Source: an optimization exercise on an open RTL-to-GDS flow (aim: small area, a short achievable clock period and few clock cycles). Production flows keep margins and buffers that such runs may drop. The RTL was checked by simulation tests, not by an equivalence proof against the original design. Power figures rest on the tool's default switching activity, not on a simulated workload.

<file path="flow/config.mk">
export PLATFORM = sky130hd
export DESIGN_NAME = audio_mixer
export DESIGN_NICKNAME = audio_mixer
export VERILOG_FILES = /design/flow/design.v
export SDC_FILE = /design/flow/constraint.sdc
export NUM_CORES = 8
export LEC_CHECK = 0
export CAP_MARGIN = 20
export CORE_MARGIN = 2
export CORE_UTILIZATION = 55
export SLEW_MARGIN = 20
</file>
<file path="flow/constraint.sdc">
create_clock -name core_clock -period 12.0 [get_ports {clk}]
set_input_delay 2.4000 -clock core_clock [delete_from_list [all_inputs] [get_ports {clk}]]
set_output_delay 2.4000 -clock core_clock [all_outputs]
set_load 0.01 [all_outputs]
</file>
<file path="flow/design.v">
module audio_mixer (
    input  wire        clk,
    input  wire        rst,
    input  wire        bus_req,
    input  wire        bus_we,
    input  wire [1:0]  bus_size,
    input  wire [23:0] bus_addr,
    input  wire [31:0] bus_wdata,
    output wire        bus_ack,
    output wire [31:0] bus_rdata,
    output wire        sink_valid,
    output wire        sink_last,
    output wire [15:0] sink_left,
    output wire [15:0] sink_right
);
    localparam [3:0] F_ILLEGAL = 4'd1, F_BADFPS = 4'd2, F_STALE = 4'd3,
                     F_TOOLONG = 4'd4, F_BUS = 4'd6;
    reg        enabled, paused, bufs_valid;
    reg  [1:0] fps;               
    reg        cinit;             
    reg  [4:0] rh;                
    reg        aux_empty, aux_err;
    reg  [3:0] aux_len;           
    reg  [2:0] aux_pos;           
    reg  [2:0] ap1;               
    reg        fault;
    reg  [3:0] fault_code;
    reg [31:0] drain_count;
    reg  [7:0] pcm_b [0:31];
    reg  [7:0] syn_b [0:31];
    reg  [7:0] aux_b [0:15];
    reg [15:0] mixe  [0:15];
    reg [15:0] ringe [0:19];
    reg        busy;              
    reg        ack_r;             
    reg        proc_r;            
    reg  [3:0] ix;                
    reg        k_mix, k_push;     
    reg  [4:0] n_r;               
    reg  [4:0] rp;                
    reg        rd2;               
    reg        rd_pcm, rd_syn, rd_mix, rd_aux;
    reg [31:0] rdata_r;
    reg [15:0] sleft_r, sright_r;
    reg        sv_r, sl_r;
    reg        mw_r;              
    reg  [2:0] mp_r;
    reg        rw0_r, rw1_r;      
    reg  [4:0] rq_r;
    reg        clr_r;             
    wire cfg_stale = enabled & ~bufs_valid;
    wire active    = enabled & ~paused;
    reg  [4:0] mixlen;
    reg  [3:0] frames;
    reg  [7:0] fps_val;
    always @(*) begin
        case (fps)
            2'd0:    begin mixlen = 5'd16; frames = 4'd8; fps_val = 8'd30;  end
            2'd2:    begin mixlen = 5'd4;  frames = 4'd2; fps_val = 8'd120; end
            default: begin mixlen = 5'd8;  frames = 4'd4; fps_val = 8'd60;  end
        endcase
    end
    wire [31:0] status = {20'd0, fault_code, fault, 1'b0, bufs_valid, aux_err,
                          aux_empty, cfg_stale, paused, enabled};
    wire [5:0] wh = {1'b0, rh} + 6'd12;                
    wire [4:0] wbase = (wh >= 6'd20) ? wh[4:0] - 5'd20 : wh[4:0];
    wire [23:0] a = bus_addr;
    wire aligned = (bus_size == 2'd0) ||
                   (bus_size == 2'd1 && a[0] == 1'b0) ||
                   (bus_size == 2'd2 && a[1:0] == 2'b00);
    wire in_regs = (a[23:12] == 12'h000);
    wire in_pcm  = (a[23:16] == 8'h01);
    wire in_syn  = (a[23:16] == 8'h02);
    wire in_mix  = (a[23:16] == 8'h03);
    wire in_ring = (a[23:18] == 6'b000001);
    wire in_aux  = a[23];
    wire ok_regs = in_regs && bus_size == 2'd2 && a[11:6] == 6'd0 &&
                   a[5:2] <= 4'hA;
    wire ok_win  = (in_pcm || in_syn || in_mix) && a[15:5] == 11'd0;
    wire ok_ring = in_ring && a[17:6] == 12'd0 && a[5:0] < 6'd40;
    wire ok_aux  = in_aux && a[22:4] == 19'd0;
    wire acc_ok  = bus_size != 2'd3 && aligned && (ok_regs || ok_win || ok_ring || ok_aux);
    wire fast = bus_we && (a[23] || a[17] || a[16]);
    wire idle_req = bus_req && !busy;
    wire rd_go  = idle_req && !bus_we && acc_ok;
    wire rd_win = in_pcm || in_syn || in_mix || in_aux;
    reg  [7:0] wsel;              
    reg  [7:0] asel0, asel1;      
    reg  [9:0] rsel;              
    reg [31:0] pcm_w, syn_w, mix_w, ring_w;
    reg [15:0] aux_r0, aux_r1;
    integer m;
    always @(*) begin
        for (m = 0; m < 8; m = m + 1) begin
            wsel[m]  = (ix[2:0] == m);
            asel0[m] = rd_aux ? ({ix[1:0], 1'b0} == m) : (aux_pos == m);
            asel1[m] = rd_aux ? ({ix[1:0], 1'b1} == m) : (ap1 == m);
        end
        for (m = 0; m < 10; m = m + 1)
            rsel[m] = (a[5:2] == m);
        pcm_w = 32'd0; syn_w = 32'd0; mix_w = 32'd0; ring_w = 32'd0;
        aux_r0 = 16'd0; aux_r1 = 16'd0;
        for (m = 0; m < 8; m = m + 1) begin
            pcm_w = pcm_w | ({32{wsel[m]}} & {pcm_b[4*m+3], pcm_b[4*m+2], pcm_b[4*m+1], pcm_b[4*m]});
            syn_w = syn_w | ({32{wsel[m]}} & {syn_b[4*m+3], syn_b[4*m+2], syn_b[4*m+1], syn_b[4*m]});
            mix_w = mix_w | ({32{wsel[m]}} & {mixe[2*m+1], mixe[2*m]});
            aux_r0 = aux_r0 | ({16{asel0[m]}} & {aux_b[2*m+1], aux_b[2*m]});
            aux_r1 = aux_r1 | ({16{asel1[m]}} & {aux_b[2*m+1], aux_b[2*m]});
        end
        for (m = 0; m < 10; m = m + 1)
            ring_w = ring_w | ({32{rsel[m]}} & {ringe[2*m+1], ringe[2*m]});
    end
    reg [31:0] reg_w;
    always @(*) begin
        case (a[5:2])
            4'h1:    reg_w = status;
            4'h2:    reg_w = {24'd0, fps_val};
            4'h3:    reg_w = {27'd0, mixlen};
            4'h4:    reg_w = {28'd0, frames};
            4'h5:    reg_w = 32'd40;
            4'h6:    reg_w = cinit ? {25'd0, wh, 1'b0} : 32'd0;
            4'h7:    reg_w = {26'd0, rh, 1'b0};
            4'h8:    reg_w = {28'd0, aux_len};
            4'h9:    reg_w = {29'd0, aux_pos};
            4'hA:    reg_w = drain_count;
            default: reg_w = 32'd0;
        endcase
    end
    wire [31:0] word0 = in_regs ? reg_w : (bufs_valid ? ring_w : 32'd0);
    wire [31:0] word1 = ({32{rd_pcm}} & pcm_w) |
                        ({32{rd_syn}} & syn_w) |
                        ({32{rd_mix}} & mix_w) |
                        ({32{rd_aux}} & {aux_r1, aux_r0});
    wire [31:0] word  = rd2 ? word1 : word0;
    reg [31:0] rdata_c;
    always @(*) begin
        rdata_c = 32'd0;
        if (bus_size == 2'd2)
            rdata_c = word;
        else if (bus_size == 2'd1)
            rdata_c[15:0] = a[1] ? word[31:16] : word[15:0];
        else
            case (a[1:0])
                2'd0: rdata_c[7:0] = word[7:0];
                2'd1: rdata_c[7:0] = word[15:8];
                2'd2: rdata_c[7:0] = word[23:16];
                default: rdata_c[7:0] = word[31:24];
            endcase
    end
    wire [31:0] wd = bus_wdata;
    wire [31:0] wa;
    assign wa[7:0]   = wd[7:0];
    assign wa[15:8]  = (bus_size == 2'd0) ? wd[7:0] : wd[15:8];
    assign wa[23:16] = (bus_size == 2'd2) ? wd[23:16] : wd[7:0];
    assign wa[31:24] = (bus_size == 2'd2) ? wd[31:24] :
                       (bus_size == 2'd1) ? wd[15:8] : wd[7:0];
    wire wr_data = idle_req && fast && acc_ok;
    wire wr_pcm  = wr_data && in_pcm;
    wire wr_syn  = wr_data && in_syn;
    wire wr_aux  = wr_data && in_aux;
    function covers;
        input [4:0] b;
        input [4:0] ad;
        input [1:0] sz;
        begin
            case (sz)
                2'd0:    covers = (b == ad);
                2'd1:    covers = (b[4:1] == ad[4:1]);
                default: covers = (b[4:2] == ad[4:2]);
            endcase
        end
    endfunction
    wire [7:0]  op       = wd[7:0];
    wire [23:0] arg      = wd[31:8];
    wire        arg_zero = (arg == 24'd0);
    wire        op_noarg = (op == 8'h00) || (op == 8'h01) || (op == 8'h02) ||
                           (op == 8'h03) || (op == 8'h04) || (op == 8'h06) ||
                           (op == 8'h0B);
    wire        illegal  = (op > 8'h0B) || (op_noarg && !arg_zero);
    wire        fps_ok   = (arg == 24'd30) || (arg == 24'd60) || (arg == 24'd120);
    wire [1:0]  fps_new  = (arg == 24'd30) ? 2'd0 : (arg == 24'd120) ? 2'd2 : 2'd1;
    wire        stream   = (op == 8'h07) || (op == 8'h08) || (op == 8'h09);
    wire        too_long = (arg > {19'd0, mixlen});
    reg  [3:0] cmd_fault;
    always @(*) begin
        cmd_fault = 4'd0;
        if (illegal)
            cmd_fault = F_ILLEGAL;
        else if (op == 8'h05 && !fps_ok)
            cmd_fault = F_BADFPS;
        else if (stream && active) begin
            if (cfg_stale)
                cmd_fault = F_STALE;
            else if (too_long)
                cmd_fault = F_TOOLONG;
        end
    end
    wire cmd_in = idle_req && bus_we && acc_ok && in_regs && a[5:2] == 4'h0 && !fault;
    wire cmd_go = cmd_in && cmd_fault == 4'd0;
    wire start  = cmd_go && stream && active;
    wire reset_bufs = cmd_go && ((op == 8'h01) || (enabled && (op == 8'h04 || op == 8'h06)));
    wire        mixing  = proc_r ? k_mix  : op[0];       
    wire        pushing = proc_r ? k_push : op[3];       
    wire [4:0]  n       = wd[12:8];
    wire        proc    = start || proc_r;
    wire [4:0]  i0      = {1'b0, ix[2:0], 1'b0};
    wire        v0      = proc_r ? (i0 < n_r) : (n != 5'd0);
    wire        v1      = proc_r ? (i0 + 5'd1 < n_r) : (n > 5'd1);
    wire [15:0] aux0 = aux_empty ? 16'd0 : aux_r0;
    wire [15:0] aux1 = aux_empty ? 16'd0 : aux_r1;
    function [15:0] clip3;
        input [15:0] x, y, z;
        reg signed [17:0] s;
        begin
            s = $signed({{2{x[15]}}, x}) + $signed({{2{y[15]}}, y}) +
                $signed({{2{z[15]}}, z});
            if (s[17:15] == 3'b000 || s[17:15] == 3'b111)
                clip3 = s[15:0];
            else
                clip3 = {s[17], {15{~s[17]}}};
        end
    endfunction
    wire [15:0] c0 = clip3(aux0, pcm_w[15:0], syn_w[15:0]);
    wire [15:0] c1 = clip3(aux1, pcm_w[31:16], syn_w[31:16]);
    wire [15:0] l0 = reset_bufs ? 16'd0 : (mixing && v0) ? c0 : mix_w[15:0];
    wire [15:0] l1 = reset_bufs ? 16'd0 : (mixing && v1) ? c1 : mix_w[31:16];
    wire [4:0]  pos  = proc_r ? rp : wbase;
    wire [4:0]  pos2 = (pos >= 5'd18) ? pos - 5'd18 : pos + 5'd2;
    wire [4:0]  nn     = proc_r ? n_r : n;
    wire [3:0]  npairs = pushing ? frames : ((nn + 5'd1) >> 1);
    wire        last   = (ix + 4'd1 >= npairs);
    wire [2:0] p2 = ({1'b0, ap1} + 4'd1 == aux_len) ? 3'd0 : ap1 + 3'd1;
    wire [2:0] p3 = ({1'b0, p2} + 4'd1 == aux_len) ? 3'd0 : p2 + 3'd1;
    assign bus_ack    = ack_r || fast;
    assign bus_rdata  = rdata_r;
    assign sink_valid = sv_r;
    assign sink_last  = sl_r;
    assign sink_left  = sleft_r;
    assign sink_right = sright_r;
    wire [15:0] xe = rq_r[0] ? sright_r : sleft_r;      
    wire [15:0] xo = rq_r[0] ? sleft_r : sright_r;      
    integer k;
    always @(posedge clk) begin
        for (k = 0; k < 32; k = k + 1) begin
            if (wr_pcm && covers(k[4:0], a[4:0], bus_size)) pcm_b[k] <= wa[8*(k%4) +: 8];
            if (wr_syn && covers(k[4:0], a[4:0], bus_size)) syn_b[k] <= wa[8*(k%4) +: 8];
        end
        for (k = 0; k < 16; k = k + 1)
            if (wr_aux && covers(k[4:0], {1'b0, a[3:0]}, bus_size)) aux_b[k] <= wa[8*(k%4) +: 8];
        for (k = 0; k < 16; k = k + 1)
            if (clr_r || (mw_r && k / 2 == mp_r))
                mixe[k] <= (k % 2 == 0) ? sleft_r : sright_r;
        for (k = 0; k < 20; k = k + 1)
            if (clr_r || (rw0_r && rq_r == k) || (rw1_r && rq_r == (k + 19) % 20))
                ringe[k] <= (k % 2 == 0) ? xe : xo;
        sleft_r  <= l0;
        sright_r <= l1;
        rdata_r  <= (rd_go || rd2) ? rdata_c : 32'd0;
        mp_r     <= ix[2:0];
        rq_r     <= pos;
    end
    always @(posedge clk) begin
        if (rst) begin
            enabled     <= 1'b0;
            paused      <= 1'b0;
            bufs_valid  <= 1'b0;
            fps         <= 2'd1;
            cinit       <= 1'b0;
            rh          <= 5'd0;
            aux_empty   <= 1'b1;
            aux_err     <= 1'b0;
            aux_len     <= 4'd1;
            aux_pos     <= 3'd0;
            ap1         <= 3'd0;
            fault       <= 1'b0;
            fault_code  <= 4'd0;
            drain_count <= 32'd0;
            busy        <= 1'b0;
            ack_r       <= 1'b0;
            proc_r      <= 1'b0;
            ix          <= 4'd0;
            rd2         <= 1'b0;
            rd_pcm      <= 1'b0;
            rd_syn      <= 1'b0;
            rd_mix      <= 1'b0;
            rd_aux      <= 1'b0;
            sv_r        <= 1'b0;
            sl_r        <= 1'b0;
            mw_r        <= 1'b0;
            rw0_r       <= 1'b0;
            rw1_r       <= 1'b0;
            clr_r       <= 1'b0;
        end else begin
            sv_r  <= proc && pushing;
            sl_r  <= proc && pushing && last;
            mw_r  <= proc;
            rw0_r <= proc && pushing && v0;
            rw1_r <= proc && pushing && v1;
            clr_r <= reset_bufs;
            if (busy) begin
                if (ack_r) begin
                    busy  <= 1'b0;
                    ack_r <= 1'b0;
                end
                if (rd2) begin
                    ack_r  <= 1'b1;
                    ix     <= 4'd0;
                    rd2    <= 1'b0;
                    rd_pcm <= 1'b0;
                    rd_syn <= 1'b0;
                    rd_mix <= 1'b0;
                    rd_aux <= 1'b0;
                end
            end else if (bus_req) begin
                if (!acc_ok) begin
                    if (!fault) begin
                        fault      <= 1'b1;
                        fault_code <= F_BUS;
                    end
                end else if (cmd_go) begin
                    case (op)
                    8'h01: begin
                        enabled <= 1'b1;
                        paused  <= 1'b0;
                    end
                    8'h02: begin
                        enabled    <= 1'b0;
                        paused     <= 1'b0;
                        bufs_valid <= 1'b0;
                    end
                    8'h03:
                        if (enabled) paused <= 1'b1;
                    8'h04:
                        if (enabled) paused <= 1'b0;
                    8'h05:
                        if (fps_new != fps) begin
                            fps <= fps_new;
                            if (enabled) bufs_valid <= 1'b0;
                        end
                    8'h0A:
                        if (arg_zero || arg > 24'd8) begin
                            aux_err <= 1'b1;
                        end else begin
                            aux_len   <= arg[3:0];
                            aux_pos   <= 3'd0;
                            ap1       <= (arg[3:0] == 4'd1) ? 3'd0 : 3'd1;
                            aux_empty <= 1'b0;
                            aux_err   <= 1'b0;
                        end
                    8'h0B: begin
                        aux_empty <= 1'b1;
                        aux_len   <= 4'd1;
                        aux_pos   <= 3'd0;
                        ap1       <= 3'd0;
                        aux_err   <= 1'b0;
                    end
                    default: ;
                    endcase
                end else if (cmd_in) begin
                    fault      <= 1'b1;
                    fault_code <= cmd_fault;
                end
                if (!fast) begin
                    busy  <= 1'b1;
                    ack_r <= !start && !(rd_go && rd_win);
                end
                if (rd_go && rd_win) begin
                    ix     <= {1'b0, a[4:2]};
                    rd2    <= 1'b1;
                    rd_pcm <= in_pcm;
                    rd_syn <= in_syn;
                    rd_mix <= in_mix && bufs_valid && {1'b0, a[4:2]} < frames;
                    rd_aux <= in_aux;
                end
                if (start) begin
                    k_mix  <= op[0];
                    k_push <= op[3];
                    n_r    <= n;
                end
            end
            if (reset_bufs) begin
                bufs_valid <= 1'b1;
                cinit      <= 1'b1;
                rh         <= 5'd0;
            end
            if (start && pushing) begin
                drain_count <= drain_count + 32'd1;
                rh <= ({1'b0, rh} + {1'b0, n} > 6'd20) ? rh + n - 5'd20 : rh + n;
            end
            if (proc) begin
                if (mixing && v1) begin
                    aux_pos <= p2;
                    ap1     <= p3;
                end else if (mixing && v0) begin
                    aux_pos <= ap1;
                    ap1     <= p2;
                end
                rp     <= pos2;
                proc_r <= !last;
                ack_r  <= last;
                ix     <= last ? 4'd0 : ix + 4'd1;
            end
        end
    end
endmodule
</file>
<file path="flow/flow/run.sh">
#!/bin/bash
# Layout flow: the standard layout (standard.sh: ORFS with the standard flow's
# config.mk, constraints and synthesis), with two settings changed on the
# make command line:
#  - the port buffers are sky130_fd_sc_hd__buf_4 instead of the cell that
#    buffer_ports picks by default (a slow delay buffer);
set -euo pipefail
bash standard.sh \
  SETUP_SLACK_MARGIN=6.5 \
  "BUFFER_PORTS_ARGS=-buffer_cell sky130_fd_sc_hd__buf_4" \
  finish > flow_make.log 2>&1
</file>
<file path="flow/standard.sh">
#!/bin/bash
# synth_recipe.tcl (not shown) runs the flow's synth.tcl, then flattens the netlist and writes it again
# the make line also repeats each setting of config.mk as NAME=value (left out here)
make -C /OpenROAD-flow-scripts/flow DESIGN_CONFIG=/design/flow/config.mk WORK_HOME=/design/flow/orfs CLKGATE_MAP_FILE= SYNTH_SCRIPT=/design/flow/synth_recipe.tcl "${@:-finish}"
</file>
==> metrics.csv, run 1 <==
metric,value,unit
Die Area,109700,um^2
number of clock sinks,1377,
first-pass GRT wire length,287100,um
status,timing/DRC/antenna clean,
critical-path cell list,inv_4 -> ha_4 -> buf_4 -> a222oi_1 -> nand2_1 -> a222oi_1 -> buf_4 -> fa_1 -> inv_1 -> ha_4 -> a211oi_4 -> o21ai_2 -> a2111oi_4 -> o21ai_2 -> mux2_4 -> a221o_1 -> a211oi_4 -> buf_4 -> buf_12 -> a211oi_4,
first-pass iteration count of the detailed router,10,
power share of the sequential group,54.3,%
ys async rst share,0,%
RSZ-0062 raised after global routing,true,
area grow syn2layout,14.49,%
"CTS clk-pin slew, worst paths",0.06,ns
synth top area cells,"edfxtp_1 (63%), dfxtp_1 (5.1%), a222oi_1 (4.3%)",
Row Count,120,
worst slew pin tran,1.171,ns
critical path depth,20,
Arrival @ worst endpoint,6.21,ns
pwr/cell area,143.7,nW/um^2
CTS buffer count,141,
H-tree depth,4,
Gate power share,3.3,%
drt wl/cell,35.69,um
antenna violations before repair,16,
WL final,206000,um
Worst Path Required,12.59,ns
hold path cells,2,
post-synthesis cell type count,92,
dpl hpwl,136300,um
Crit. End Element,flop,
Synth Net Count,4262,
via count,40880,
nets,4428,
Critical-path top delay cell,a222oi_1,
Yosys top cell area share,62.61,%
Worst Skew,0.02985,ns
Synth top cells by count,"edfxtp_1 (1228), a222oi_1 (251), nor2_1 (251), nand2_1 (247), clkbuf_1 (220)",
most numerous cell in the Yosys netlist,edfxtp_1,
1st-iter DRT viols,6960,
Core Area,106600,um^2
routability cong.,1.038,
sw power,2.070,mW
Final Critical Period,5.617,ns
I/O Buffers,128,
endpoints failing setup,0,
Synth Flop Type,edfxtp_1,
Inst Count DP,5432,
synthesized flop and latch total,1377,
FMAX,178.0,MHz
Sw Ratio,21.37,%
Slew Limit Fails,0,
Synth Cell Area,58900,um^2
yosys warns,6,
GRT Resource Usage Total,36.57,%
vias in the first global route,39180,
Lkg Pwr,22.53,nW
relative slew slack,21.96,%
final non-filler cell total,5772,
GRT overflow,0,
Critical Path Start Type,flop,
hold crit path type,reg2reg,
CTS tree,yes,
I/O pins,129,
sequential share of the synthesized area,67.68,%
Final Hold Viols,0,
worst-case vdd ir drop,0.1447,mV
Die H,331.2,um
Int Pwr,7.616,mW
CP Class,reg2reg,
largest net degree at the start of global routing,157,
"Buf+Inv Stages, Crit Path",6,
die width,331.2,um
Starting Density,55.25,%
period utilization,46.80,%
vias per cell,7.082,
Routed Antenna Nets,0,
DRC,0,
"Max FO, Critical Path",7,
syn avg cell area,14.39,um^2
Max-cap violations,0,
share of layout cells above drive strength 1,17.60,%
cell taking the most area after synthesis,edfxtp_1,
CTS root buffer,clkbuf_16,
"CP delay by family, top",compound AO/OA/AOI/OAI gates,
CTS Buffer Depth,3,
"EDFF count, synth",1228,
final core occ,63.25,%
setup TNS,0,ns
Mapped Cells,4094,
clock share of power,42.4,%
R2R cell count,20,
clk latency of the worst-skew pair,0.76,ns
Crit path largest cell delay,0.59,ns
routing by layer:
layer,GRT usage [%],routed length [um]
met5,0,161
met4,15.91,10320
met3,8.711,23130
met2,56.89,94160
met1,49.47,78220
through the flow:
step | setup slack [ns] | cell area (um^2) | power (mW) | hold slack (ns)
after floorplan | 6.527 | 58980 | 5.485 | 0.3972
after CTS | 6.448 | 66710 | 9.703 | 0.5028
after detailed placement | 5.077 | 61510 | 5.670 | 0.4907
final | 6.383 | 67430 | 9.686 | 0.4992
after global routing | 6.325 | 67420 | 9.923 | 0.5318
after global placement | 5.064 | 61460 | 5.662 | 0.4757
power groups by stage:
stage	clock [mW]	combinational (mW)	sequential, mW
6_report	4.10	0.323	5.26
5_1_grt	4.33	0.335	5.26
4_1_cts	4.13	0.311	5.26
3_5_place_dp	0	0.308	5.36
3_3_place_gp	0	0.300	5.36
2_1_floorplan	0	0.137	5.35
area by class of cell:
cell class / instances / area [um^2]
diodes: 5 / 12.51
clock buffers: 170 / 3690
clock inverters: 77 / 564.3
fillers: 7806 / 39180
inverters: 82 / 320.3
multi-input cells: 2360 / 18500
flip-flops and latches: 1377 / 39880
well taps: 1403 / 1755
repair buffers: 298 / 2713
placed cells by master, fill, tap and decap left out, drive strengths merged, types with 19 or more instances in the layout:
master and instances:
a211oi 22, a21o 31, a21oi 140, a221o 81, a221oi 60, a222oi 251
a22o 47, a22oi 100, a31o 22, a31oi 32, and2 22, buf 290
clkbuf 177, clkinv 63, dfxtp 149, edfxtp 1228, fa 35, ha 71
inv 86, mux2 75, mux2i 123, nand2 247, nand2b 29, nand3 63
nand4 19, nor2 251, nor2b 39, nor3 46, nor4 24, o21ai 102
o22ai 26, or3 24, xnor2 51
registers in the layout, summed over array words and instances, names as in the netlist, 5 cells and up:
| register | count |
|---|---|
| rp | 5 |
| syn_b | 256 |
| drain_count | 32 |
| rdata_r | 32 |
| rh | 5 |
| ringe | 320 |
| pcm_b | 256 |
| sleft_r | 16 |
| aux_b | 128 |
| sright_r | 16 |
| mixe | 256 |
| rq_r | 5 |
| n_r | 5 |
worst register-to-register path: stages (launching register included):
cell and delay [ns]:
dfxtp_4 0.38, inv_4 0.06, ha_4 0.22, buf_4 0.20, a222oi_1 0.49, nand2_1 0.12, a222oi_1 0.59, buf_4 0.29
fa_1 0.44, inv_1 0.10, ha_4 0.23, a211oi_4 0.27, o21ai_2 0.12, a2111oi_4 0.38, o21ai_2 0.16, mux2_4 0.35
a221o_1 0.41, a211oi_4 0.29, buf_4 0.17, buf_12 0.14, a211oi_4 0.06
worst paths after layout:
check | startpoint | endpoint | slack, ns
worst max-delay path | ix[1] | sleft_r[1] | 6.38
worst max register to register | ix[1] | sleft_r[1] | 6.38
worst min register to register | cinit | cinit | 0.50
worst min-delay path | cinit | cinit | 0.50
logic make-up after synthesis:
group / count (synthesis) / synth area share, %
multiplexers: 211 / 4.022
flip-flops: 1377 / 67.68
AND/OR/NAND/NOR: 864 / 7.208
adder cells (fa/ha/maj): 106 / 2.698
XOR/XNOR: 64 / 0.9518
buffers and inverters: 357 / 2.311
AO/OA/AOI/OAI: 1115 / 15.13
what timing repair did:
item | 4_1_cts | 5_1_grt
resized for setup | 79 | 75
hold buffers | 0 | 0
buffers inserted | 57 | 20
endpoints found under the setup margin | 419 | 43
pin swaps | 45 | 32
cloned | 3 | 6
Testbench counts, summed over its fixed seeds: cycles 20,769.
==> run 2: changes to the inputs <==
--- a/flow/design.v
+++ b/flow/design.v
@@ -261,2 +261,14 @@
     end
+    reg [31:0] dc_all1;
+    integer d;
+    always @(*) begin
+        dc_all1[0] = 1'b1;
+        for (d = 1; d < 32; d = d + 1)
+            dc_all1[d] = dc_all1[d-1] & drain_count[d-1];
+    end
+    wire dc_inc = start && pushing;
+    always @(posedge clk)
+        for (d = 0; d < 32; d = d + 1)
+            if (rst || (dc_inc && dc_all1[d]))
+                drain_count[d] <= ~drain_count[d] & ~rst;
     always @(posedge clk) begin
@@ -276,3 +288,2 @@
             fault_code  <= 4'd0;
-            drain_count <= 32'd0;
             busy        <= 1'b0;
@@ -386,3 +397,2 @@
             if (start && pushing) begin
-                drain_count <= drain_count + 32'd1;
                 rh <= ({1'b0, rh} + {1'b0, n} > 6'd20) ? rh + n - 5'd20 : rh + n;
--- a/flow/config.mk
+++ b/flow/config.mk
@@ -10,2 +10,4 @@
 export CORE_UTILIZATION = 55
+export CTS_CLUSTER_DIAMETER = 90
+export CTS_CLUSTER_SIZE = 24
 export SLEW_MARGIN = 20
==> run 2 against run 1 <==
Still clean. Clock power shrank 37%. Register-to-register slack gained 0.26 ns. Die area shrank 0.92%. Total power shrank 15%. Synthesized area shrank 0.93%. Sequential power is essentially flat. Critical path type is now in2reg. Critical endpoint is now drain_count[31]. Largest cell class unchanged.
==> metrics.csv, run 2 <==
metric,value,unit
period utilization,46.36,%
synthesized flop and latch total,1377,
dpl hpwl,136000,um
CTS tree,yes,
Crit path largest cell delay,0.53,ns
drt wl/cell,36.74,um
share of layout cells above drive strength 1,14.97,%
power share of the sequential group,64.3,%
hold slack,0.4517,ns
cell taking the most area after synthesis,edfxtp_1,
Final Hold Viols,0,
relative slew slack,22.68,%
"CP delay by family, top",simple AND/OR/NAND/NOR gates,
Synth Flop Type,edfxtp_1,
Synth Cell Area,58350,um^2
Slew Limit Fails,0,
most numerous cell in the Yosys netlist,edfxtp_1,
pwr/cell area,128.0,nW/um^2
DRC,0,
Synth Net Count,4144,
routability cong.,1.034,
"CTS clk-pin slew, worst paths",0.11,ns
Reg with most FFs,ringe,
H-tree depth,3,
Max-cap violations,0,
1st-iter DRT viols,7062,
Die Area,108700,um^2
post-synthesis cell type count,86,
CTS Buffer Depth,3,
Critical-path top delay cell,nor4_4,
I/O Buffers,128,
Worst Skew,0.03086,ns
"Max FO, Critical Path",40,
Routed Antenna Nets,0,
Arrival @ worst endpoint,5.97,ns
"EDFF count, synth",1260,
"Buf+Inv Stages, Crit Path",2,
Synth top cells by count,"edfxtp_1 (1260), nor2_1 (272), a222oi_1 (242), nand2_1 (231), clkbuf_1 (218)",
RSZ-0062 raised after global routing,true,
"commonest non-fill, non-tap cells in the layout","edfxtp_1 (1260), a222oi_1 (242), nor2_1 (235), buf_4 (235), nand2_1 (229)",
largest net degree at the start of global routing,87,
syn avg cell area,14.67,um^2
fill count,7796,
die width,329.7,um
nets,4222,
"most common cell after layout, fill and taps aside",edfxtp_1,
endpoints failing setup,0,
clk latency of the worst-skew pair,0.69,ns
Starting Density,55.43,%
CP Class,in2reg,
Row Count,119,
vias per cell,7.238,
Lkg Pwr,21.38,nW
sw power,1.786,mW
Critical Path Start Type,primary input,
footprint of the multi-input gates,17600,um^2
via count,39690,
antenna violations before repair,14,
number of clock sinks,1377,
Yosys top cell area share,64.85,%
yosys warns,6,
first-pass GRT wire length,277000,um
Int Pwr,6.438,mW
I/O pins,129,
clock share of power,31.5,%
synth top area cells,"edfxtp_1 (65%), a222oi_1 (4.2%), dfxtp_1 (4.0%)",
worst slew pin tran,1.160,ns
setup TNS,0,ns
Sw Ratio,21.71,%
Worst Path Required,12.41,ns
Die H,329.7,um
GRT overflow,0,
status,timing/DRC/antenna clean,
number of flip-flops in the largest register,320,
vias in the first global route,36730,
area grow syn2layout,10.09,%
first-pass iteration count of the detailed router,14,
FMAX,179.8,MHz
Final Critical Period,5.563,ns
Mapped Cells,3976,
Crit. End Element,flop,
Gate power share,4.2,%
CTS root buffer,clkbuf_16,
CTS buffer count,69,
register area,40200,um^2
critical-path cell list,buf_4 -> buf_4 -> or2_1 -> or3_1 -> nor4_1 -> nand3_1 -> nor4_4 -> nand4_1 -> nor4_4 -> a41o_1,
Core Area,105300,um^2
sequential share of the synthesized area,68.86,%
ys async rst share,0,%
WL final,201500,um
GRT Resource Usage Total,36.07,%
worst-case vdd ir drop,0.1517,mV
hold crit path type,reg2reg,
run 2: cell count changes in the layout (fill, tap and decap cells not counted), moves of 24 or more:
cell,change
buf_4,-24
edfxtp_1,+32
a22oi_1,+31
nor2_2,+25
o21ai_0,-41
dfxtp_1,-33
clkbuf_16,-73
clkinv_1,-26
run 2: per-layer routing:
layer	up-vias	track usage (%)	share of wire [%]
met5	-	0	0.062
met3	359	7.224	11
met2	2740	55.07	46
met4	18	14.58	4.6
met1	20280	51.18	39
li1	16300	-	-
run 2: cells by family (layout without fill, tap and decap cells):
kind of cell | count (synthesis) | count (layout) | synth area share [%]
AOI/OAI and AO/OA | 1041 | 1041 | 14.35
xor gates and xnor gates | 40 | 40 | 0.6005
adders and majority gates | 106 | 106 | 2.723
buffers and inverters | 338 | 449 | 2.204
DFF | 1377 | 1377 | 68.86
muxes | 211 | 211 | 4.102
other | 0 | 5 | 0
and+or+nand+nor | 863 | 864 | 7.160
run 2: per-stage QoR:
stage / cell area (um^2) / power [mW] / util, % / setup slack, ns / std cells
final: 64230 / 8.223 / 61.02 / 6.437 / 5484
after detailed placement: 61040 / 5.726 / 57.99 / 4.879 / 5320
after global routing: 64220 / 8.399 / 61.01 / 6.369 / 5479
after global placement: 60960 / 5.717 / 57.91 / 5.228 / 5316
after CTS: 63560 / 8.223 / 60.38 / 6.468 / 5451
after floorplan: 58350 / 5.527 / - / 6.524 / 3976
run 2: layout make-up:
| class | count | area share [%] |
|---|---|---|
| Timing Repair Buffer | 272 | 3.793 |
| Inverter | 72 | 0.4480 |
| Tap cell | 1391 | 2.710 |
| Sequential cell | 1377 | 62.58 |
| Clock inverter | 14 | 0.2026 |
| Multi-Input combinational cell | 2262 | 27.39 |
| Clock buffer | 91 | 2.850 |
| Antenna cell | 5 | 0.01948 |
run 2: what timing repair did:
action	4_1_cts	5_1_grt
endpoints found under the setup margin	226	313
gates resized for setup	85	78
pin swaps	11	22
endpoints found under the hold margin	0	0
buffers inserted	24	19
hold buffers	0	0
cloned	2	6
run 2: worst paths after layout:
| kind | slack (ns) | startpoint | depth (start not counted) | endpoint |
|---|---|---|---|---|
| max | 6.44 | bus_addr[2] | 10 | drain_count[31] |
| max reg2reg | 6.64 | ix[0] | 20 | sleft_r[9] |
| min reg2reg | 0.45 | ix[1] | 0 | mp_r[1] |
| min | 0.45 | ix[1] | 0 | mp_r[1] |
run 2: power groups by stage:
stage	clock network [mW]	registers, mW	logic [mW]
2_1_floorplan	0	5.38	0.147
6_report	2.59	5.29	0.342
5_1_grt	2.76	5.29	0.355
3_5_place_dp	0	5.40	0.329
3_3_place_gp	0	5.40	0.321
4_1_cts	2.60	5.29	0.333
Testbench counts of run 2, summed over its fixed seeds: cycles 20,769.
==> run 3: changes to the inputs <==
--- a/flow/design.v
+++ b/flow/design.v
@@ -43,2 +43,3 @@
     reg [31:0] rdata_r;
+    reg        rok_r;             
     reg [15:0] sleft_r, sright_r;
@@ -50,2 +51,3 @@
     reg        clr_r;             
+    reg        upd_r;             
     wire cfg_stale = enabled & ~bufs_valid;
@@ -156,6 +158,7 @@
                        (bus_size == 2'd1) ? wd[15:8] : wd[7:0];
-    wire wr_data = idle_req && fast && acc_ok;
-    wire wr_pcm  = wr_data && in_pcm;
-    wire wr_syn  = wr_data && in_syn;
-    wire wr_aux  = wr_data && in_aux;
+    wire sz_ok   = bus_size != 2'd3 && aligned;
+    wire wr_win  = idle_req && bus_we && sz_ok && a[15:5] == 11'd0 && a[23:18] == 6'd0;
+    wire wr_pcm  = wr_win && a[17:16] == 2'b01;
+    wire wr_syn  = wr_win && a[17:16] == 2'b10;
+    wire wr_aux  = idle_req && bus_we && sz_ok && a[23] && a[22:4] == 19'd0;
     function covers;
@@ -197,3 +200,3 @@
     end
-    wire cmd_in = idle_req && bus_we && acc_ok && in_regs && a[5:2] == 4'h0 && !fault;
+    wire cmd_in = idle_req && bus_we && bus_size == 2'd2 && a == 24'd0 && !fault;
     wire cmd_go = cmd_in && cmd_fault == 4'd0;
@@ -224,4 +227,4 @@
     wire [15:0] c1 = clip3(aux1, pcm_w[31:16], syn_w[31:16]);
-    wire [15:0] l0 = reset_bufs ? 16'd0 : (mixing && v0) ? c0 : mix_w[15:0];
-    wire [15:0] l1 = reset_bufs ? 16'd0 : (mixing && v1) ? c1 : mix_w[31:16];
+    wire [15:0] l0 = (mixing && v0) ? c0 : mix_w[15:0];
+    wire [15:0] l1 = (mixing && v1) ? c1 : mix_w[31:16];
     wire [4:0]  pos  = proc_r ? rp : wbase;
@@ -234,3 +237,3 @@
     assign bus_ack    = ack_r || fast;
-    assign bus_rdata  = rdata_r;
+    assign bus_rdata  = rdata_r & {32{rok_r}};
     assign sink_valid = sv_r;
@@ -239,4 +242,6 @@
     assign sink_right = sright_r;
-    wire [15:0] xe = rq_r[0] ? sright_r : sleft_r;      
-    wire [15:0] xo = rq_r[0] ? sleft_r : sright_r;      
+    wire [15:0] wl = sleft_r & {16{~clr_r}};
+    wire [15:0] wr = sright_r & {16{~clr_r}};
+    wire [15:0] xe = rq_r[0] ? wr : wl;      
+    wire [15:0] xo = rq_r[0] ? wl : wr;      
     integer k;
@@ -251,3 +256,3 @@
             if (clr_r || (mw_r && k / 2 == mp_r))
-                mixe[k] <= (k % 2 == 0) ? sleft_r : sright_r;
+                mixe[k] <= (k % 2 == 0) ? wl : wr;
         for (k = 0; k < 20; k = k + 1)
@@ -257,3 +262,5 @@
         sright_r <= l1;
-        rdata_r  <= (rd_go || rd2) ? rdata_c : 32'd0;
+        rdata_r  <= rdata_c;
+        if (idle_req)
+            rok_r <= acc_ok;
         mp_r     <= ix[2:0];
@@ -268,3 +275,3 @@
     end
-    wire dc_inc = start && pushing;
+    wire dc_inc = upd_r;
     always @(posedge clk)
@@ -303,2 +310,3 @@
             clr_r       <= 1'b0;
+            upd_r       <= 1'b0;
         end else begin
@@ -310,2 +318,3 @@
             clr_r <= reset_bufs;
+            upd_r <= start && op[3];
             if (busy) begin
@@ -396,4 +405,4 @@
             end
-            if (start && pushing) begin
-                rh <= ({1'b0, rh} + {1'b0, n} > 6'd20) ? rh + n - 5'd20 : rh + n;
+            if (upd_r) begin
+                rh <= ({1'b0, rh} + {1'b0, n_r} > 6'd20) ? rh + n_r - 5'd20 : rh + n_r;
             end
--- a/flow/config.mk
+++ b/flow/config.mk
@@ -7,3 +7,3 @@
 export LEC_CHECK = 0
-export CAP_MARGIN = 20
+export CAP_MARGIN = 5
 export CORE_MARGIN = 2
@@ -12,2 +12,2 @@
 export CTS_CLUSTER_SIZE = 24
-export SLEW_MARGIN = 20
+export SLEW_MARGIN = 5
==> run 3 against run 2 <==
Still clean on timing, DRC and antenna. Synthesized area grew 1.1%. Register-to-register slack lost 0.04 ns. Sequential share of layout area shrank 0.55 points. Total power grew 1.8%. Fmax shrank 0.40%. Clock skew grew 0.016 ns. Sequential cell count grew 2. Worst setup slack lost 0.022 ns. Die area grew 1.0%. Critical path type is now in2out.
==> metrics.csv, run 3 <==
metric,value,unit
r2r startpoint,ix[0],
Slew Limit Fails,0,
endpoints failing setup,0,
Critical Path Start Type,primary input,
Row Count,120,
dpl ws,5.173,ns
drt wl/cell,36.98,um
FMAX,179.1,MHz
Crit. End Element,primary output,
Yosys top cell area share,64.22,%
status,timing/DRC/antenna clean,
CTS buffer count,70,
Die Area,109800,um^2
routability cong.,1.021,
DRC,0,
I/O pins,129,
critical-path cell list,buf_8 -> or2_4 -> o21ai_4 -> nand2b_1 -> buf_6,
XOR/XNOR Fraction of Synth Area,0.6238,%
RSZ-0062 raised after global routing,true,
I/O Buffers,128,
R2R cell count,18,
synth top area cells,"edfxtp_1 (64%), a222oi_1 (4.5%), dfxtp_1 (4.0%)",
Crit path largest cell delay,0.25,ns
critical path launch point,bus_addr[16],
yosys warns,6,
Hold Buf Count CTS,0,
GRT Resource Usage Total,36.92,%
largest net degree at the start of global routing,97,
"CTS clk-pin slew, worst paths",0.10,ns
number of clock sinks,1379,
hold crit path type,reg2reg,
"Max FO, Critical Path",2,
syn avg cell area,14.53,um^2
number of flip-flops in the largest register,320,
vias in the first global route,38280,
Synth top cells by count,"edfxtp_1 (1261), a222oi_1 (263), nor2_1 (262), nand2_1 (257), clkbuf_1 (220)",
via count,40430,
CTS root buffer,clkbuf_16,
relative slew slack,4.867,%
reg2reg end,sright_r[14],
CP Class,in2out,
ys async rst share,0,%
vias per cell,7.217,
clk latency of the worst-skew pair,0.71,ns
setup TNS,0,ns
largest family of logic cells by synthesized area,compound AO/OA/AOI/OAI gates,
Final Hold Viols,0,
worst-case vdd ir drop,0.1360,mV
Max-cap violations,0,
Min-Delay Endpoint,mp_r[0],
Arrival @ worst endpoint,3.19,ns
antenna violations before repair,10,
WL final,207100,um
hold path cells,0,
Starting Density,55.24,%
nets,4319,
adder-cell share of the synthesized area,2.695,%
"Buf+Inv Stages, Crit Path",2,
"CP delay by family, top",simple AND/OR/NAND/NOR gates,
Synth Flop Type,edfxtp_1,
1st-iter DRT viols,7459,
most numerous cell in the Yosys netlist,edfxtp_1,
Die H,331.4,um
Post-Synth Simple-Gate Area,7.596,%
pwr/cell area,129.0,nW/um^2
Critical-path top delay cell,or2_4,
sequential share of the synthesized area,68.22,%
GRT overflow,0,
Synth Cell Area,58970,um^2
cell taking the most area after synthesis,edfxtp_1,
"most common cell after layout, fill and taps aside",edfxtp_1,
share of layout cells above drive strength 1,14.87,%
Mapped Cells,4059,
H-tree depth,3,
fin area,64900,um^2
"EDFF count, synth",1261,
Lkg Pwr,21.56,nW
area grow syn2layout,10.07,%
first-pass GRT wire length,288700,um
post-synthesis cell type count,92,
Worst Skew,0.04714,ns
hold path startpoint,ix[0],
worst slew pin tran,1.427,ns
die width,331.4,um
Worst Path Required,9.60,ns
Synth Area in Compound Gates,14.64,%
first-pass iteration count of the detailed router,12,
synthesized flop and latch total,1379,
"reg-to-reg slack, setup",6.60,ns
post-synthesis mux area share,3.987,%
CTS tree,yes,
final setup margin,6.415,ns
dpl hpwl,142200,um
cell area after placement,61650,um^2
Core Area,106800,um^2
Final Critical Period,5.585,ns
Synth Net Count,4227,
"commonest non-fill, non-tap cells in the layout","edfxtp_1 (1261), buf_4 (264), a222oi_1 (263), nand2_1 (254), nor2_1 (231)",
CTS Buffer Depth,3,
period utilization,46.54,%
Routed Antenna Nets,0,
Reg with most FFs,ringe,
run 3: cell count changes after synthesis, moves of 20 or more:
cell      delta
a22oi_1     -38
a222oi_1    +21
nor2b_1     +37
a221oi_1    -20
o21ai_0     +33
nand2_1     +26
and2_1      +34
run 3: layer usage:
layer / part of all wire, % / track usage (%)
met4: 4.3 / 14.26
met5: 0.019 / 0
met3: 12 / 7.822
met1: 38 / 50.86
met2: 46 / 57.98
run 3: power breakdown:
part / internal (mW) / total [mW] / switching (mW)
registers: 5.26 / 5.28 / 0.0220
logic: 0.0938 / 0.367 / 0.273
clock network: 1.17 / 2.72 / 1.55
total: 6.53 / 8.37 / 1.85
run 3: worst max-delay path by stage:
stage | end | cells past startpoint | slack (ns)
finish | bus_ack | 5 | 6.41
floorplan | bus_ack | 3 | 6.50
global placement | sleft_r[8] | 15 | 5.18
detailed placement | sleft_r[0] | 15 | 5.17
CTS | syn_b[10][0] | 8 | 6.32
global route | aux_b[13][0] | 6 | 6.38
run 3: stage by stage:
stage,util [%],cells,hold slack (ns),total power [mW]
finish,60.80,5602,0.4373,8.371
CTS,60.32,5572,0.4497,8.369
global route,60.79,5599,0.4378,8.549
detailed placement,57.75,5423,0.4649,5.741
floorplan,-,4059,0.3925,5.541
global placement,57.75,5423,0.4590,5.731
run 3: worst reg2reg max path, cell delays in order, from the launching register on:
cell	delay, ns
dfxtp_4	0.42
clkinvlp_4	0.16
ha_4	0.25
buf_4	0.16
buf_12	0.20
a222oi_1	0.76
mux2i_1	0.22
a221o_2	0.45
fa_1	0.51
ha_1	0.24
nor4_1	0.59
a21oi_1	0.15
a211oi_1	0.26
o21ai_0	0.14
nand3_1	0.12
nand4_1	0.10
a32oi_1	0.20
buf_4	0.24
a221o_1	0.15
run 3: area by class of cell:
type	instances	area (um^2)
diodes	3	7.507
clock buffers	107	1976
clock inverters	10	133.9
fillers	7888	41850
inverters	72	280.3
multi-input cells	2334	18020
flip-flops and latches	1379	40260
well taps	1403	1755
repair buffers	294	2474
run 3: cell families (layout without fill, tap and decap cells):
kind of cell               after synthesis  after routing
DFF                                   1379           1379
AOI/OAI and AO/OA                     1065           1065
and+or+nand+nor                        915            915
buffers and inverters                  346            483
muxes                                  206            206
adders and majority gates              106            106
xor gates and xnor gates                42             42
other                                    0              3
run 3: what timing repair did:
item / 4_1_cts / 5_1_grt
hold endpoints to repair: 0 / 0
setup buffers: 32 / 24
gates cloned: 0 / 3
resized for setup: 78 / 67
pin swaps: 13 / 18
setup endpoints to repair: 289 / 265
Testbench counts of run 3, summed over its fixed seeds: cycles 20,769.
==> run 4: changes to the inputs <==
--- a/flow/design.v
+++ b/flow/design.v
@@ -131,7 +131,11 @@
     wire [31:0] word0 = in_regs ? reg_w : (bufs_valid ? ring_w : 32'd0);
-    wire [31:0] word1 = ({32{rd_pcm}} & pcm_w) |
-                        ({32{rd_syn}} & syn_w) |
-                        ({32{rd_mix}} & mix_w) |
-                        ({32{rd_aux}} & {aux_r1, aux_r0});
-    wire [31:0] word  = rd2 ? word1 : word0;
+    wire        hit2  = rd_go && (in_pcm || in_syn || in_mix) && a[4:2] == ix[2:0];
+    wire        s_pcm = rd2 ? rd_pcm : in_pcm;
+    wire        s_syn = rd2 ? rd_syn : in_syn;
+    wire        s_mix = rd2 ? rd_mix : (in_mix && bufs_valid && {1'b0, a[4:2]} < frames);
+    wire [31:0] word1 = ({32{s_pcm}} & pcm_w) |
+                        ({32{s_syn}} & syn_w) |
+                        ({32{s_mix}} & mix_w) |
+                        ({32{rd2 && rd_aux}} & {aux_r1, aux_r0});
+    wire [31:0] word  = (rd2 || hit2) ? word1 : word0;
     reg [31:0] rdata_c;
@@ -207,3 +211,4 @@
     wire [4:0]  n       = wd[12:8];
-    wire        proc    = start || proc_r;
+    wire        go_now  = start && ix == 4'd0;
+    wire        proc    = go_now || proc_r;
     wire [4:0]  i0      = {1'b0, ix[2:0], 1'b0};
@@ -326,3 +331,3 @@
                     ack_r  <= 1'b1;
-                    ix     <= 4'd0;
+                    ix     <= {1'b0, ix[2:0] + 3'd1};
                     rd2    <= 1'b0;
@@ -384,5 +389,12 @@
                     busy  <= 1'b1;
-                    ack_r <= !start && !(rd_go && rd_win);
+                    ack_r <= !start && !(rd_go && rd_win && !hit2);
+                end
+                if (hit2)
+                    ix <= {1'b0, a[4:2] + 3'd1};
+                if (start && !go_now) begin
+                    ix     <= 4'd0;
+                    proc_r <= 1'b1;
+                    rp     <= wbase;
                 end
-                if (rd_go && rd_win) begin
+                if (rd_go && rd_win && !hit2) begin
                     ix     <= {1'b0, a[4:2]};
==> run 4 against run 3 <==
Sequential share of layout area shrank 0.17 points. Count of clock-buffer cells in the layout shrank 14. Synthesized area grew 1.1%. Non-clock buffer count shrank 34. Clock skew shrank 0.013 ns. Sequential power is essentially flat. Combinational power is essentially flat. Clock power is essentially flat. Via count shrank 0.31%. Critical path depth is the same. Register-to-register slack gained 0.06 ns. Highest routed layer unchanged.
==> metrics.csv, run 4 <==
metric,value,unit
syn avg cell area,14.28,um^2
I/O Buffers,128,
Crit path largest cell delay,0.27,ns
Max-cap violations,0,
nets,4403,
critical-path cell list,buf_8 -> or2_4 -> o21ai_4 -> nand2_2 -> buf_6,
Reg with most FFs,ringe,
number of clock sinks,1379,
I/O pins,129,
1st-iter DRT viols,6763,
number of flip-flops in the largest register,320,
Synth Net Count,4348,
Synth top cells by count,"edfxtp_1 (1261), nor2_1 (269), nand2_1 (260), a222oi_1 (259), clkbuf_1 (189)",
vias in the first global route,36990,
ys async rst share,0,%
H-tree depth,3,
CTS Buffer Depth,3,
first-pass iteration count of the detailed router,9,
die width,333.2,um
CTS root buffer,clkbuf_16,
Synth Flop Type,edfxtp_1,
Synth Cell Area,59620,um^2
dpl ws,5.105,ns
"Buf+Inv Stages, Crit Path",2,
WL final,200500,um
GRT overflow,0,
worst-case vdd ir drop,0.1166,mV
"most common cell after layout, fill and taps aside",edfxtp_1,
vias per cell,7.111,
"EDFF count, synth",1261,
"Max FO, Critical Path",3,
RSZ-0062 raised after global routing,true,
Slew Limit Fails,0,
Die Area,111100,um^2
Total Power,8.340,mW
FMAX,181.3,MHz
Routed Antenna Nets,0,
routability cong.,1.019,
"CTS clk-pin slew, worst paths",0.10,ns
first-pass GRT wire length,277900,um
Final Hold Viols,0,
Yosys top cell area share,63.51,%
synthesized flop and latch total,1379,
post-synthesis cell type count,95,
final setup margin,6.484,ns
Row Count,120,
antenna violations before repair,10,
via count,40310,
pwr/cell area,128.2,nW/um^2
sequential share of the synthesized area,67.47,%
share of layout cells above drive strength 1,13.06,%
dpl hpwl,134300,um
Critical-path top delay cell,or2_4,
DRC,0,
status,timing/DRC/antenna clean,
largest net degree at the start of global routing,68,
Die H,333.2,um
Starting Density,55.54,%
Arrival @ worst endpoint,3.12,ns
CTS tree,yes,
Final Critical Period,5.516,ns
Lkg Pwr,21.68,nW
"commonest non-fill, non-tap cells in the layout","edfxtp_1 (1261), nor2_1 (269), a222oi_1 (259), nand2_1 (258), buf_4 (228)",
"CP delay by family, top",simple AND/OR/NAND/NOR gates,
yosys warns,6,
Critical Path Start Type,primary input,
cell taking the most area after synthesis,edfxtp_1,
endpoints failing setup,0,
GRT Resource Usage Total,35.14,%
most numerous cell in the Yosys netlist,edfxtp_1,
setup TNS,0,ns
period utilization,45.96,%
relative slew slack,11.48,%
CP Class,in2out,
drt wl/cell,35.37,um
Crit. End Element,primary output,
synth top area cells,"edfxtp_1 (64%), a222oi_1 (4.3%), dfxtp_1 (4.0%)",
Core Area,107400,um^2
clk latency of the worst-skew pair,0.70,ns
CTS buffer count,70,
Worst Skew,0.03389,ns
area grow syn2layout,9.118,%
Worst Path Required,9.60,ns
hold crit path type,reg2reg,
worst slew pin tran,1.323,ns
Mapped Cells,4174,
## run 4: cell types whose count changed after synthesis, moves of 11 or more
cell      change
clkbuf_1     -31
buf_2        +26
a22oi_1      +25
a221o_1      -20
a31oi_1      +15
nand4_1      -14
nor3_1       +14
o21ai_0      +14
mux2i_1      +12
o22ai_1      +12
nor2b_1      -11
or3_1        +11
## run 4: area by class of cell
cell class,count,area [um^2]
fillers,8263,42300
well taps,1403,1755
clock inverters,14,170.2
clock buffers,93,1881
inverters,84,326.6
diodes,1,2.502
repair buffers,260,2283
flip-flops and latches,1379,40240
multi-input cells,2434,18400
## run 4: what timing repair did
item / CTS / global route
setup endpoints to repair: 40 / 66
gates cloned: 0 / 5
gates resized for setup: 66 / 47
setup buffers: 19 / 33
pin swaps: 12 / 21
endpoints found under the hold margin: 0 / 0
hold buffers: 0 / 0
## run 4: layer usage
| layer | part of all wire [%] | wire [um] | GRT usage [%] |
|---|---|---|---|
| met1 | 40 | 80320 | 51.26 |
| met2 | 44 | 88980 | 52.36 |
| met3 | 11 | 21690 | 6.814 |
| met4 | 4.7 | 9412 | 13.78 |
| met5 | 0.045 | 90 | 0 |
## run 4: path summary, 6_finish.rpt
path,depth (start not counted),slack (ns),from,endpoint
setup reg to reg,18,6.66,ix[0],sleft_r[0]
setup / recovery,5,6.48,bus_addr[17],bus_ack
hold / removal,0,0.44,ix[0],mp_r[0]
hold reg to reg,0,0.44,ix[0],mp_r[0]
## run 4: power breakdown
| part | switching, mW | total (mW) | internal [mW] |
|---|---|---|---|
| Clock | 1.54 | 2.69 | 1.15 |
| Combinational | 0.272 | 0.365 | 0.0925 |
| Sequential | 0.0204 | 5.28 | 5.26 |
| Total | 1.84 | 8.34 | 6.50 |
## run 4: logic make-up after synthesis
kind of cell | after synthesis | share of synthesized area (%)
buffers and inverters | 363 | 2.420
AO/OA/AOI/OAI | 1123 | 14.99
multiplexers | 215 | 4.019
XOR/XNOR | 48 | 0.7051
AND/OR/NAND/NOR | 934 | 7.599
flip-flops | 1379 | 67.47
adder cells (fa/ha/maj) | 112 | 2.791
## run 4: metrics by stage
stage	hold WS (ns)	area (um^2)	cells	util, %
finish	0.4370	65060	5668	60.60
detailed placement	0.4300	61960	5503	57.72
global placement	0.4346	61960	5503	57.72
floorplan	0.3705	59640	4174	-
global route	0.4437	65050	5667	60.60
CTS	0.4560	64510	5629	60.09
Testbench counts of run 4, summed over its fixed seeds: cycles 20,385.
==> run 5: changes to the inputs <==
--- a/flow/design.v
+++ b/flow/design.v
@@ -42,5 +42,6 @@
     reg        rd_pcm, rd_syn, rd_mix, rd_aux;
-    reg [31:0] rdata_r;
     reg        rok_r;             
-    reg [15:0] sleft_r, sright_r;
+    reg [31:0] zr;
+    wire [15:0] sleft_r  = zr[15:0];
+    wire [15:0] sright_r = zr[31:16];
     reg        sv_r, sl_r;
@@ -242,3 +243,3 @@
     assign bus_ack    = ack_r || fast;
-    assign bus_rdata  = rdata_r & {32{rok_r}};
+    assign bus_rdata  = zr & {32{rok_r}};
     assign sink_valid = sv_r;
@@ -265,5 +266,3 @@
                 ringe[k] <= (k % 2 == 0) ? xe : xo;
-        sleft_r  <= l0;
-        sright_r <= l1;
-        rdata_r  <= rdata_c;
+        zr <= (busy ? proc_r : bus_we) ? {l1, l0} : rdata_c;
         if (idle_req)
==> run 5 against run 4 <==
Still clean on timing, DRC and antenna. Clock power is essentially flat. Non-clock buffer count grew 49. Critical path depth grew 2. Sequential cell count shrank 32. Worst setup slack lost 0.060 ns. Fmax shrank 1.1%. Synthesized cell count shrank 2.0%. Hold slack gained 0.053 ns. Sequential power shrank 2%. Register-to-register slack lost 0.12 ns. Critical path type is now in2reg. Largest cell class unchanged.
==> metrics.csv, run 5 <==
metric,value,unit
status,timing/DRC/antenna clean,
clock share of power,32.5,%
final setup margin,6.425,ns
first-pass iteration count of the detailed router,9,
antenna violations before repair,14,
final non-filler cell total,5615,
relative slew slack,7.600,%
cell area after placement,61090,um^2
vias per cell,7.293,
Hold Buf Count CTS,0,
post-synthesis cell type count,94,
most numerous cell in the Yosys netlist,edfxtp_1,
yosys warns,6,
share of layout cells above drive strength 1,14.84,%
sequential share of the synthesized area,67.56,%
GRT Resource Usage Total,36.59,%
period utilization,46.46,%
I/O pins,129,
Synth Flop Type,edfxtp_1,
Sw Ratio,22.08,%
Row Count,119,
r2r startpoint,ix[0],
clk latency of the worst-skew pair,0.70,ns
CTS root buffer,clkbuf_16,
hold crit path type,reg2reg,
Core Area,105400,um^2
Crit. End Element,flop,
dpl ws,4.941,ns
synthesized flop and latch total,1347,
Slew Limit Fails,0,
"Max FO, Critical Path",12,
setup TNS,0,ns
Starting Density,55.59,%
number of flip-flops in the largest register,320,
CTS Buffer Depth,3,
Worst Path Required,12.32,ns
pwr/cell area,127.7,nW/um^2
FMAX,179.4,MHz
routability cong.,1.049,
largest net degree at the start of global routing,88,
Inst Count DP,5420,
Gate power share,4.9,%
DRC,0,
CP Class,in2reg,
syn avg cell area,14.33,um^2
I/O Buffers,128,
"CTS clk-pin slew, worst paths",0.09,ns
critical path launch point,bus_addr[19],
first-pass GRT wire length,282500,um
hold path startpoint,ack_r,
footprint of the multi-input gates,18330,um^2
Reg with most FFs,ringe,
fin area,64880,um^2
Arrival @ worst endpoint,5.89,ns
via count,40950,
number of clock sinks,1347,
Mapped Cells,4089,
Critical Path Start Type,primary input,
synth top area cells,"edfxtp_1 (65%), a222oi_1 (4.4%), dfxtp_1 (2.9%)",
power share of the sequential group,62.7,%
drt wl/cell,36.64,um
die width,330.4,um
Final Hold Viols,0,
endpoints failing setup,0,
dpl hpwl,139000,um
ys async rst share,0,%
1st-iter DRT viols,7458,
CTS tree,yes,
Max-cap violations,0,
Routed Antenna Nets,0,
Int Pwr,6.457,mW
cell taking the most area after synthesis,edfxtp_1,
"most common cell after layout, fill and taps aside",edfxtp_1,
worst-case vdd ir drop,0.1206,mV
"commonest non-fill, non-tap cells in the layout","edfxtp_1 (1261), buf_4 (268), a222oi_1 (255), nor2_1 (235), nand2_1 (228)",
Synth Net Count,4263,
worst slew pin tran,1.386,ns
GRT overflow,0,
vias in the first global route,38220,
H-tree depth,3,
Die Area,109200,um^2
Synth top cells by count,"edfxtp_1 (1261), a222oi_1 (255), nor2_1 (253), nand2_1 (230), clkbuf_1 (214)",
Lkg Pwr,21.72,nW
Final Critical Period,5.575,ns
fill count,7892,
nets,4358,
register area,39610,um^2
"EDFF count, synth",1261,
area grow syn2layout,10.73,%
antenna cells,0,
Die H,330.4,um
Worst Skew,0.03618,ns
Yosys top cell area share,64.62,%
RSZ-0062 raised after global routing,true,
hold slack,0.4900,ns
Synth Cell Area,58600,um^2
sw power,1.830,mW
WL final,205700,um
CTS buffer count,69,
## run 5: changes by cell type in the layout (fill, tap and decap cells not counted), sizes merged, moves of 16 or more
cell | previous run | this run
buf | 257 | 299
nand2 | 262 | 231
nor2 | 270 | 254
a21oi | 157 | 175
inv | 89 | 61
dfxtp | 118 | 86
a31oi | 35 | 54
## run 5: final cells by class
class | instances | share of cell area, %
flip-flops and latches | 1347 | 61.04
well taps | 1391 | 2.682
multi-input cells | 2399 | 28.25
inverters | 58 | 0.3741
repair buffers | 309 | 4.370
clock buffers | 97 | 3.003
clock inverters | 14 | 0.2796
## run 5: final timing paths
kind                            cells past startpoint  slack (ns)           end
worst max-delay path                                7        6.42  syn_b[24][6]
worst min-delay path                                1        0.49          busy
worst max register to register                     18        6.54        zr[17]
worst min register to register                      1        0.49          busy
## run 5: power groups by stage
| stage | clock [mW] | combinational [mW] | sequential (mW) |
|---|---|---|---|
| 6_report | 2.69 | 0.402 | 5.19 |
| 5_1_grt | 2.86 | 0.416 | 5.20 |
| 4_1_cts | 2.70 | 0.383 | 5.19 |
| 3_5_place_dp | 0 | 0.380 | 5.30 |
| 3_3_place_gp | 0 | 0.369 | 5.30 |
| 2_1_floorplan | 0 | 0.175 | 5.29 |
## run 5: metrics by stage
stage	util [%]	power [mW]
after CTS	60.57	8.273
after floorplan	-	5.465
after detailed placement	57.95	5.681
after global placement	57.95	5.670
after global routing	61.55	8.472
final	61.55	8.287
## run 5: critical path: stages
cell and delay, ns:
buf_4 0.12, nor4_4 0.46, nand3_1 0.37, nor2_1 0.24
nor4b_1 0.53, nand2_1 0.79, nor2_1 0.97
## run 5: logic make-up (layout without fill, tap and decap cells)
logic type | Yosys count | in the layout | share of synthesized area, %
buffers and inverters | 343 | 478 | 2.291
adders and majority gates | 112 | 112 | 2.840
AOI/OAI and AO/OA | 1173 | 1173 | 15.76
and+or+nand+nor | 877 | 877 | 7.330
DFF | 1347 | 1347 | 67.56
muxes | 188 | 188 | 3.489
xor gates and xnor gates | 49 | 49 | 0.7324
## run 5: metal layers
metal | wire length (um) | track usage (%) | vias to the layer above
met2 | 95000 | 57.43 | 2738
met3 | 22280 | 6.144 | 464
met5 | 70 | 0 | -
met4 | 9476 | 13.82 | 10
li1 | - | - | 16810
met1 | 78910 | 51.66 | 20930
## run 5: timing repair
action,in CTS,in global routing
setup buffers,28,47
endpoints found under the hold margin,0,0
gates resized for setup,83,106
setup endpoints to repair,44,347
gates cloned,1,8
pin swaps,12,36
Testbench counts of run 5, summed over its fixed seeds: cycles 20,385.

-- what the ideal ports hide --
The results above use ideal ports. As a check the final layouts listed here were re-extracted and re-timed, cells and wires unchanged.
Step 1: set_driving_cell puts a clkbuf_16 on clk and a buf_2 on each other input, an assumption about the parent block.
Step 2 also shifts input and output timing later by t, the mid clock arrival at the registers, as if the neighbouring blocks saw the same clock.
Slacks: no drivers / after step 1 / after step 2; pairs: no drivers / after step 1.
run | shift t [ns] | setup slack, ns | worst hold slack (ns) | worst slew at a driven data input, ns | pins driven straight from the clock port
run 1 | 0.813 | 6.383 / 6.383 / 5.764 | 0.499 / 0.499 / 0.499 | 0.24 | 1
run 2 | 0.750 | 6.437 / 6.444 / 5.743 | 0.452 / 0.452 / 0.452 | 0.20 | 1
run 3 | 0.759 | 6.415 / 6.345 / 5.846 | 0.437 / 0.437 / 0.437 | 0.11 | 1
run 4 | 0.766 | 6.484 / 6.436 / 5.754 | 0.437 / 0.437 / 0.437 | 0.19 | 1
run 5 | 0.758 | 6.425 / 6.419 / 5.710 | 0.490 / 0.490 / 0.490 | 0.18 | 1
After both steps every run listed still meets setup and hold. The setup slack of run 4, which loses most, moves by -0.048 ns with the drivers and by -0.730 ns with both steps.
